Background: an optimization exercise with open tools, aiming at small area. Do not read the settings as production practice.
Where RTL was checked, it was by simulation tests only, not by an equivalence proof against the original.
Power is estimated from default activity; no workload was simulated.

==> pepper <==
Design vmstack_core, start of the top module:
module vmstack_core (
    input  wire        clk,
    input  wire        rst,           
    input  wire        start,         
    input  wire [8:0]  img_len,       
    output wire        mem_req,
    output wire        mem_we,
    output wire [7:0]  mem_addr,
    output wire [31:0] mem_wdata,
    input  wire        mem_ack,
    input  wire [31:0] mem_rdata,
    output wire [1:0]  run,
    output wire [2:0]  fcause,
    output wire [8:0]  pc,
    output wire [8:0]  sp,
    output wire [31:0] result,
    output wire        result_valid,
    output wire        trace_valid,
    output wire [8:0]  trace_pc,
    output wire [2:0]  trace_op,
    output wire [31:0] trace_tos,
    output wire        trace_tos_valid
);
    reg [4:0]  st;
    reg [5:0]  idx;        
    reg [2:0]  slice;      
    reg [31:0] T;
    reg [7:0]  b0, b1, b2, b3;
    reg        sbit;       
    reg        g;          
    reg        cy;         
    reg        qneg;       
    reg [7:0]  pco;        
    reg [7:0]  len;        
    reg [6:0]  spr;
    wire       running = (st[4:3] == 2'b00);
    wire [2:0] op      = st[2:0];
    wire       fetch   = running & (op == 3'd6);
    wire       ex      = running & ~fetch;
    wire       o_halt  = (op == 3'd0);
    wire       o_as    = (op == 3'd1) | (op == 3'd2);
    wire       o_sub   = (op == 3'd2);
    wire       o_mul   = (op == 3'd3);
    wire       o_div   = (op == 3'd4);
    wire       o_push  = (op == 3'd5);
    wire       o_long  = o_mul | o_div;
    wire [8:0] pcv = {1'b0, pco} + 9'd100;
    assign pc       = pcv;
    assign trace_pc = pcv;
    assign sp       = {2'b00, spr};
    wire   sp_ne = (spr != 7'd100);
    assign run             = st[4:3];
    assign fcause          = st[2:0];
    assign result          = T;
    assign trace_tos       = T;
    assign mem_wdata       = T;
    assign result_valid    = (st[4:3] == 2'b01) & sp_ne;
    assign trace_op        = op;
    assign trace_tos_valid = sp_ne;
  ...
clock: 10.0 ns
lec_check: 0
cap_margin: 20
core_margin: 2
core_utilization: 40
cts_buf_list: sky130_fd_sc_hd__clkbuf_8
slew_margin: 20
standard.sh (not shown) runs the stock make flow with config.mk's settings and CLKGATE_MAP_FILE= SYNTH_SCRIPT=/design/flow/synth_recipe.tcl, a recipe that flattens the netlist after the stock synthesis.
==> flow/flow/run.sh <==
#!/bin/bash
# The standard layout, with the port buffers that global placement inserts
# made of the smallest buffer cell. Each tool's output goes to its own log
# under orfs/logs (ORFS's own logging); the make output goes to flow.log.
set -euo pipefail
export BUFFER_PORTS_ARGS="-buffer_cell sky130_fd_sc_hd__buf_1"
bash standard.sh > flow.log 2>&1
==> tundra (differences from pepper) <==
--- a/flow/design.v
+++ b/flow/design.v
@@ -16,50 +16,51 @@
     output wire [31:0] result,
     output wire        result_valid,
     output wire        trace_valid,
     output wire [8:0]  trace_pc,
     output wire [2:0]  trace_op,
     output wire [31:0] trace_tos,
     output wire        trace_tos_valid
 );
-    reg [4:0]  st;
+    reg [1:0]  runr;
+    reg [2:0]  low;
     reg [5:0]  idx;        
     reg [2:0]  slice;      
     reg [31:0] T;
     reg [7:0]  b0, b1, b2, b3;
     reg        sbit;       
     reg        g;          
     reg        cy;         
     reg        qneg;       
     reg [7:0]  pco;        
     reg [7:0]  len;        
     reg [6:0]  spr;
-    wire       running = (st[4:3] == 2'b00);
-    wire [2:0] op      = st[2:0];
+    wire       running = (runr == 2'b00);
+    wire [2:0] op      = low;
     wire       fetch   = running & (op == 3'd6);
     wire       ex      = running & ~fetch;
     wire       o_halt  = (op == 3'd0);
     wire       o_as    = (op == 3'd1) | (op == 3'd2);
     wire       o_sub   = (op == 3'd2);
     wire       o_mul   = (op == 3'd3);
     wire       o_div   = (op == 3'd4);
     wire       o_push  = (op == 3'd5);
     wire       o_long  = o_mul | o_div;
     wire [8:0] pcv = {1'b0, pco} + 9'd100;
     assign pc       = pcv;
     assign trace_pc = pcv;
     assign sp       = {2'b00, spr};
     wire   sp_ne = (spr != 7'd100);
-    assign run             = st[4:3];
-    assign fcause          = st[2:0];
+    assign run             = runr;
+    assign fcause          = low;
     assign result          = T;
     assign trace_tos       = T;
     assign mem_wdata       = T;
-    assign result_valid    = (st[4:3] == 2'b01) & sp_ne;
+    assign result_valid    = (runr == 2'b01) & sp_ne;
     assign trace_op        = op;
     assign trace_tos_valid = sp_ne;
     localparam A_PC = 2'd0, A_SPM = 2'd1, A_SP = 2'd2, A_SPP = 2'd3;
     localparam X_0 = 2'd0, X_T = 2'd1, X_2T = 2'd2, X_B = 2'd3;
     wire i0 = (idx == 6'd0), i1 = (idx == 6'd1), i2 = (idx == 6'd2), i3 = (idx == 6'd3);
     wire loop  = o_long & (idx >= 6'd4) & (idx < 6'd36);
     wire lastl = o_long & (idx == 6'd35);
     wire trace = o_long ? (idx == 6'd40) : i3;
@@ -115,18 +116,17 @@
             3'd2: ylane = mem_rdata[11:8];
             3'd3: ylane = mem_rdata[15:12];
             3'd4: ylane = mem_rdata[19:16];
             3'd5: ylane = mem_rdata[23:20];
             3'd6: ylane = mem_rdata[27:24];
             default: ylane = mem_rdata[31:28];
         endcase
     end
-    wire       mask  = o_push & (slice == 3'd7);
-    wire [3:0] yv    = ylane & {4{yen}} & {~mask, ~mask, 2'b11};
+    wire [3:0] yv    = ylane & {4{yen}};
     wire [3:0] yy    = yv ^ {4{sub}};
     wire       sin   = (slice == 3'd0) ? (o_div & head) : sbit;
     reg  [3:0] xv;
     always @(*) begin
         case (xsel)
             X_0:  xv = 4'd0;
             X_T:  xv = T[3:0];
             X_2T: xv = {T[2:0], sin};
@@ -160,52 +160,52 @@
     always @(posedge clk) begin
         if (~ex) begin
             slice <= 3'd0;
             idx   <= 6'd0;
         end else if (adv) begin
             {idx, slice} <= {idx, slice} + 9'd1;
         end
     end
-    always @(posedge clk) begin
-        if (rst) begin
-            st <= 5'b11000;
-        end else if (~running) begin
-            if (start) begin
-                if (img_len > 9'd156) begin
-                    st <= 5'b11000;
-                end else begin
-                    st  <= 5'b00110;
-                    pco <= 8'd0;
-                    spr <= 7'd100;
-                    len <= img_len[7:0];
-                end
-            end
+    wire [1:0] tag   = mem_rdata[31:30];
+    wire [2:0] pl    = mem_rdata[2:0];
+    wire       pbig  = (mem_rdata[29:3] != 27'd0) | (pl > 3'd4);
+    wire       sp0   = (spr == 7'd0);
+    wire       spu   = (spr > 7'd98);
+    wire       dfault = tag[1] | (~tag[0] & sp0) | (tag[0] & (pbig | (pl != 3'd0) & spu));
+    reg  [2:0] dlow;
+    always @(*) begin
+        if (tag[1])        dlow = tag[0] ? 3'd1 : 3'd5;      
+        else if (~tag[0])  dlow = sp0 ? 3'd3 : 3'd5;         
+        else if (pbig)     dlow = 3'd1;                      
+        else if (pl != 3'd0 && spu) dlow = 3'd2;             
+        else               dlow = pl;                        
+    end
+    always @(posedge clk) begin
+        if (rst)
+            runr <= 2'b11;
+        else if (~running) begin
+            if (start) runr <= (img_len > 9'd156) ? 2'b11 : 2'b00;
         end else if (fetch) begin
-            if (!pc_ok) begin
-                st <= 5'b10110;                           
-            end else if (mem_ack) begin
-                if (mem_rdata[31:30] == 2'b10)
-                    st <= 5'b10101;                       
-                else if (mem_rdata[31] | (mem_rdata[30] &
-                         ((mem_rdata[29:3] != 27'd0) | (mem_rdata[2:0] > 3'd4))))
-                    st <= 5'b10001;                       
-                else if (~mem_rdata[30]) begin
-                    if (spr == 7'd0) st <= 5'b10011;      
-                    else             st <= 5'b00101;      
-                end else if (mem_rdata[2:0] == 3'd0)
-                    st <= 5'b00000;                       
-                else if (spr > 7'd98)
-                    st <= 5'b10010;                       
-                else
-                    st <= {2'b00, mem_rdata[2:0]};
-            end
-        end else begin
-            if (trace) begin
-                pco <= pco + 8'd1;
-                st  <= o_halt ? 5'b01000 : 5'b00110;
-            end else if (divzero) begin
-                st <= 5'b10100;                           
-            end
-            if (wfin & wr & mem_ack) spr <= spa;
-        end
+            if (~pc_ok | mem_ack & dfault) runr <= 2'b10;
+        end else if (trace & o_halt)
+            runr <= 2'b01;
+        else if (divzero)
+            runr <= 2'b10;
+    end
+    always @(posedge clk) begin
+        if (~running) begin
+            if (start) low <= 3'd6;
+        end else if (fetch) begin
+            if (pc_ok & mem_ack) low <= dlow;
+        end else if (trace & ~o_halt)
+            low <= 3'd6;
+    end
+    always @(posedge clk) begin
+        if (~running & start) begin
+            pco <= 8'd0;
+            spr <= 7'd100;
+            len <= img_len[7:0];
+        end
+        if (ex & trace) pco <= pco + 8'd1;
+        if (ex & wfin & wr & mem_ack) spr <= spa;
     end
 endmodule
==> flow/config.mk (replaced) <==
export PLATFORM = sky130hd
export DESIGN_NAME = vmstack_core
export DESIGN_NICKNAME = vmstack_core
export VERILOG_FILES = /design/flow/design.v
export SDC_FILE = /design/flow/constraint.sdc
export NUM_CORES = 4
export LEC_CHECK = 0
export ABC_AREA = 1
export CAP_MARGIN = 20
export CORE_MARGIN = 2
export CORE_UTILIZATION = 40
export CTS_BUF_LIST = sky130_fd_sc_hd__clkbuf_8
export SLEW_MARGIN = 20
==> garnet (differences from pepper) <==
--- a/flow/design.v
+++ b/flow/design.v
@@ -16,50 +16,51 @@
     output wire [31:0] result,
     output wire        result_valid,
     output wire        trace_valid,
     output wire [8:0]  trace_pc,
     output wire [2:0]  trace_op,
     output wire [31:0] trace_tos,
     output wire        trace_tos_valid
 );
-    reg [4:0]  st;
+    reg [1:0]  runr;
+    reg [2:0]  low;
     reg [5:0]  idx;        
     reg [2:0]  slice;      
     reg [31:0] T;
     reg [7:0]  b0, b1, b2, b3;
     reg        sbit;       
     reg        g;          
     reg        cy;         
     reg        qneg;       
     reg [7:0]  pco;        
     reg [7:0]  len;        
     reg [6:0]  spr;
-    wire       running = (st[4:3] == 2'b00);
-    wire [2:0] op      = st[2:0];
+    wire       running = (runr == 2'b00);
+    wire [2:0] op      = low;
     wire       fetch   = running & (op == 3'd6);
     wire       ex      = running & ~fetch;
     wire       o_halt  = (op == 3'd0);
     wire       o_as    = (op == 3'd1) | (op == 3'd2);
     wire       o_sub   = (op == 3'd2);
     wire       o_mul   = (op == 3'd3);
     wire       o_div   = (op == 3'd4);
     wire       o_push  = (op == 3'd5);
     wire       o_long  = o_mul | o_div;
     wire [8:0] pcv = {1'b0, pco} + 9'd100;
     assign pc       = pcv;
     assign trace_pc = pcv;
     assign sp       = {2'b00, spr};
     wire   sp_ne = (spr != 7'd100);
-    assign run             = st[4:3];
-    assign fcause          = st[2:0];
+    assign run             = runr;
+    assign fcause          = low;
     assign result          = T;
     assign trace_tos       = T;
     assign mem_wdata       = T;
-    assign result_valid    = (st[4:3] == 2'b01) & sp_ne;
+    assign result_valid    = (runr == 2'b01) & sp_ne;
     assign trace_op        = op;
     assign trace_tos_valid = sp_ne;
     localparam A_PC = 2'd0, A_SPM = 2'd1, A_SP = 2'd2, A_SPP = 2'd3;
     localparam X_0 = 2'd0, X_T = 2'd1, X_2T = 2'd2, X_B = 2'd3;
     wire i0 = (idx == 6'd0), i1 = (idx == 6'd1), i2 = (idx == 6'd2), i3 = (idx == 6'd3);
     wire loop  = o_long & (idx >= 6'd4) & (idx < 6'd36);
     wire lastl = o_long & (idx == 6'd35);
     wire trace = o_long ? (idx == 6'd40) : i3;
@@ -115,18 +116,17 @@
             3'd2: ylane = mem_rdata[11:8];
             3'd3: ylane = mem_rdata[15:12];
             3'd4: ylane = mem_rdata[19:16];
             3'd5: ylane = mem_rdata[23:20];
             3'd6: ylane = mem_rdata[27:24];
             default: ylane = mem_rdata[31:28];
         endcase
     end
-    wire       mask  = o_push & (slice == 3'd7);
-    wire [3:0] yv    = ylane & {4{yen}} & {~mask, ~mask, 2'b11};
+    wire [3:0] yv    = ylane & {4{yen}};
     wire [3:0] yy    = yv ^ {4{sub}};
     wire       sin   = (slice == 3'd0) ? (o_div & head) : sbit;
     reg  [3:0] xv;
     always @(*) begin
         case (xsel)
             X_0:  xv = 4'd0;
             X_T:  xv = T[3:0];
             X_2T: xv = {T[2:0], sin};
@@ -160,52 +160,52 @@
     always @(posedge clk) begin
         if (~ex) begin
             slice <= 3'd0;
             idx   <= 6'd0;
         end else if (adv) begin
             {idx, slice} <= {idx, slice} + 9'd1;
         end
     end
-    always @(posedge clk) begin
-        if (rst) begin
-            st <= 5'b11000;
-        end else if (~running) begin
-            if (start) begin
-                if (img_len > 9'd156) begin
-                    st <= 5'b11000;
-                end else begin
-                    st  <= 5'b00110;
-                    pco <= 8'd0;
-                    spr <= 7'd100;
-                    len <= img_len[7:0];
-                end
-            end
+    wire [1:0] tag   = mem_rdata[31:30];
+    wire [2:0] pl    = mem_rdata[2:0];
+    wire       pbig  = (mem_rdata[29:3] != 27'd0) | (pl > 3'd4);
+    wire       sp0   = (spr == 7'd0);
+    wire       spu   = (spr > 7'd98);
+    wire       dfault = tag[1] | (~tag[0] & sp0) | (tag[0] & (pbig | (pl != 3'd0) & spu));
+    reg  [2:0] dlow;
+    always @(*) begin
+        if (tag[1])        dlow = tag[0] ? 3'd1 : 3'd5;      
+        else if (~tag[0])  dlow = sp0 ? 3'd3 : 3'd5;         
+        else if (pbig)     dlow = 3'd1;                      
+        else if (pl != 3'd0 && spu) dlow = 3'd2;             
+        else               dlow = pl;                        
+    end
+    always @(posedge clk) begin
+        if (rst)
+            runr <= 2'b11;
+        else if (~running) begin
+            if (start) runr <= (img_len > 9'd156) ? 2'b11 : 2'b00;
         end else if (fetch) begin
-            if (!pc_ok) begin
-                st <= 5'b10110;                           
-            end else if (mem_ack) begin
-                if (mem_rdata[31:30] == 2'b10)
-                    st <= 5'b10101;                       
-                else if (mem_rdata[31] | (mem_rdata[30] &
-                         ((mem_rdata[29:3] != 27'd0) | (mem_rdata[2:0] > 3'd4))))
-                    st <= 5'b10001;                       
-                else if (~mem_rdata[30]) begin
-                    if (spr == 7'd0) st <= 5'b10011;      
-                    else             st <= 5'b00101;      
-                end else if (mem_rdata[2:0] == 3'd0)
-                    st <= 5'b00000;                       
-                else if (spr > 7'd98)
-                    st <= 5'b10010;                       
-                else
-                    st <= {2'b00, mem_rdata[2:0]};
-            end
-        end else begin
-            if (trace) begin
-                pco <= pco + 8'd1;
-                st  <= o_halt ? 5'b01000 : 5'b00110;
-            end else if (divzero) begin
-                st <= 5'b10100;                           
-            end
-            if (wfin & wr & mem_ack) spr <= spa;
-        end
+            if (~pc_ok | mem_ack & dfault) runr <= 2'b10;
+        end else if (trace & o_halt)
+            runr <= 2'b01;
+        else if (divzero)
+            runr <= 2'b10;
+    end
+    always @(posedge clk) begin
+        if (~running) begin
+            if (start) low <= 3'd6;
+        end else if (fetch) begin
+            if (pc_ok & mem_ack) low <= dlow;
+        end else if (trace & ~o_halt)
+            low <= 3'd6;
+    end
+    always @(posedge clk) begin
+        if (~running & start) begin
+            pco <= 8'd0;
+            spr <= 7'd100;
+            len <= img_len[7:0];
+        end
+        if (ex & trace) pco <= pco + 8'd1;
+        if (ex & wfin & wr & mem_ack) spr <= spa;
     end
 endmodule
==> flow/flow/run.sh (replaced) <==
#!/bin/bash
# The standard layout (standard.sh, the standard flow's own ORFS run) with two changes:
# the port buffers that global placement inserts use the smallest buffer
# cell, and clock tree synthesis inserts no dummy loads. Each ORFS step
# writes its own log under orfs/logs; the make output goes to flow.log.
set -euo pipefail
export BUFFER_PORTS_ARGS="-buffer_cell sky130_fd_sc_hd__buf_1"
export CTS_ARGS="-sink_clustering_enable -repair_clock_nets -buf_list sky130_fd_sc_hd__clkbuf_8 -dont_use_dummy_load"
bash standard.sh > flow.log 2>&1
==> flow/config.mk (replaced) <==
export PLATFORM = sky130hd
export DESIGN_NAME = vmstack_core
export DESIGN_NICKNAME = vmstack_core
export VERILOG_FILES = /design/flow/design.v
export SDC_FILE = /design/flow/constraint.sdc
export NUM_CORES = 4
export LEC_CHECK = 0
export ABC_AREA = 1
export CAP_MARGIN = 20
export CORE_MARGIN = 2
export CORE_UTILIZATION = 40
export CTS_BUF_LIST = sky130_fd_sc_hd__clkbuf_8
export SLEW_MARGIN = 20
==> cedar (differences from pepper) <==
==> flow/config.mk (replaced) <==
export PLATFORM = sky130hd
export DESIGN_NAME = vmstack_core
export DESIGN_NICKNAME = vmstack_core
export VERILOG_FILES = /design/flow/design.v
export SDC_FILE = /design/flow/constraint.sdc
export NUM_CORES = 4
export LEC_CHECK = 0
export ABC_AREA = 1
export CAP_MARGIN = 20
export CORE_MARGIN = 2
export CORE_UTILIZATION = 40
export CTS_BUF_LIST = sky130_fd_sc_hd__clkbuf_8
export SLEW_MARGIN = 20
==> impl_results.html <==
<table>
<tr><th>Metric</th><th>Value</th></tr>
<tr><th colspan="2">Die</th></tr>
<tr><td>Count of inserted tapcells</td><td>between 200 and 250</td></tr>
<tr><th colspan="2">Drt</th></tr>
<tr><td>Detailed Route Iter0 Violations</td><td>326</td></tr>
<tr><th colspan="2">Place</th></tr>
<tr><td>Area after DPL</td><td>6719 um^2</td></tr>
<tr><th colspan="2">Run status</th></tr>
<tr><td>Outcome</td><td>timing/DRC/antenna clean</td></tr>
</table>
# the run above: tundra

==> impl_results.html <==
<table>
<tr><th>Metric</th><th>Value</th></tr>
<tr><th colspan="2">Run status</th></tr>
<tr><td>Outcome</td><td>timing/DRC/antenna clean</td></tr>
<tr><th colspan="2">Place</th></tr>
<tr><td>Area after DPL</td><td>6965 um^2</td></tr>
<tr><th colspan="2">Drt</th></tr>
<tr><td>Detailed Route Iter0 Violations</td><td>roughly 430</td></tr>
<tr><th colspan="2">Critical path</th></tr>
<tr><td>Signal arrival time at the worst endpoint</td><td>roughly 3.6 ns</td></tr>
<tr><th colspan="2">Die</th></tr>
<tr><td>Count of inserted tapcells</td><td>220</td></tr>
</table>
# the run above: pepper

==> impl_results.html <==
<table>
<tr><th>Metric</th><th>Value</th></tr>
<tr><th colspan="2">Critical path</th></tr>
<tr><td>Signal arrival time at the worst endpoint</td><td>around 3.9 ns</td></tr>
<tr><th colspan="2">Timing</th></tr>
<tr><td>Setup clock skew after layout</td><td>0.04311 ns</td></tr>
<tr><th colspan="2">Synth</th></tr>
<tr><td>Synth Area in Compound Gates</td><td>0.07460</td></tr>
<tr><td>Combinational family with the most area after synthesis</td><td>simple AND/OR/NAND/NOR gates</td></tr>
<tr><th colspan="2">Run status</th></tr>
<tr><td>Outcome</td><td>timing/DRC/antenna clean</td></tr>
<tr><th colspan="2">Drt</th></tr>
<tr><td>Detailed Route Iter0 Violations</td><td>325</td></tr>
<tr><th colspan="2">Power</th></tr>
<tr><td>Part of the total power dissipated in sequential elements</td><td>0.640</td></tr>
<tr><th colspan="2">Die</th></tr>
<tr><td>Count of inserted tapcells</td><td>approximately 220</td></tr>
</table>
# the run above: garnet

==> impl_results.html <==
<table>
<tr><th>Metric</th><th>Value</th></tr>
<tr><th colspan="2">Drt</th></tr>
<tr><td>Detailed Route Iter0 Violations</td><td>approximately 500</td></tr>
<tr><th colspan="2">Place</th></tr>
<tr><td>Area after DPL</td><td>around 6800 um^2</td></tr>
<tr><th colspan="2">Run status</th></tr>
<tr><td>Outcome</td><td>timing/DRC/antenna clean</td></tr>
<tr><th colspan="2">Die</th></tr>
<tr><td>Count of inserted tapcells</td><td>216</td></tr>
</table>
# the run above: cedar

No functional check of the RTL was part of tundra and garnet.

==> what the ideal ports hide <==
The results above use ideal ports. As a check the final layouts listed here were re-extracted and re-timed, cells and wires unchanged. Step 1, drivers: a clkbuf_16 drives clk and a buf_2 each remaining input, both assumed. Step 2 adds t to the input delays and takes it off the output delays; t is the mean of the earliest and latest rising clock arrival at the registers after step 1. Input paths then give back, and output paths get back, about the clock's delay inside the block. Slacks: ideal ports / drivers / drivers and shift; pairs: ideal ports / drivers.
run | t, ns | setup WS [ns] | worst data-port slew with drivers (ns)
pepper | 0.419 | 4.401 / 4.362 / 4.782 | 0.06
tundra | 0.426 | 4.023 / 3.985 / 4.412 | 0.05
garnet | 0.407 | 4.081 / 4.043 / 4.451 | 0.05
cedar | 0.417 | 4.143 / 4.104 / 4.521 | 0.05
After both steps setup and hold are still met in every run listed.
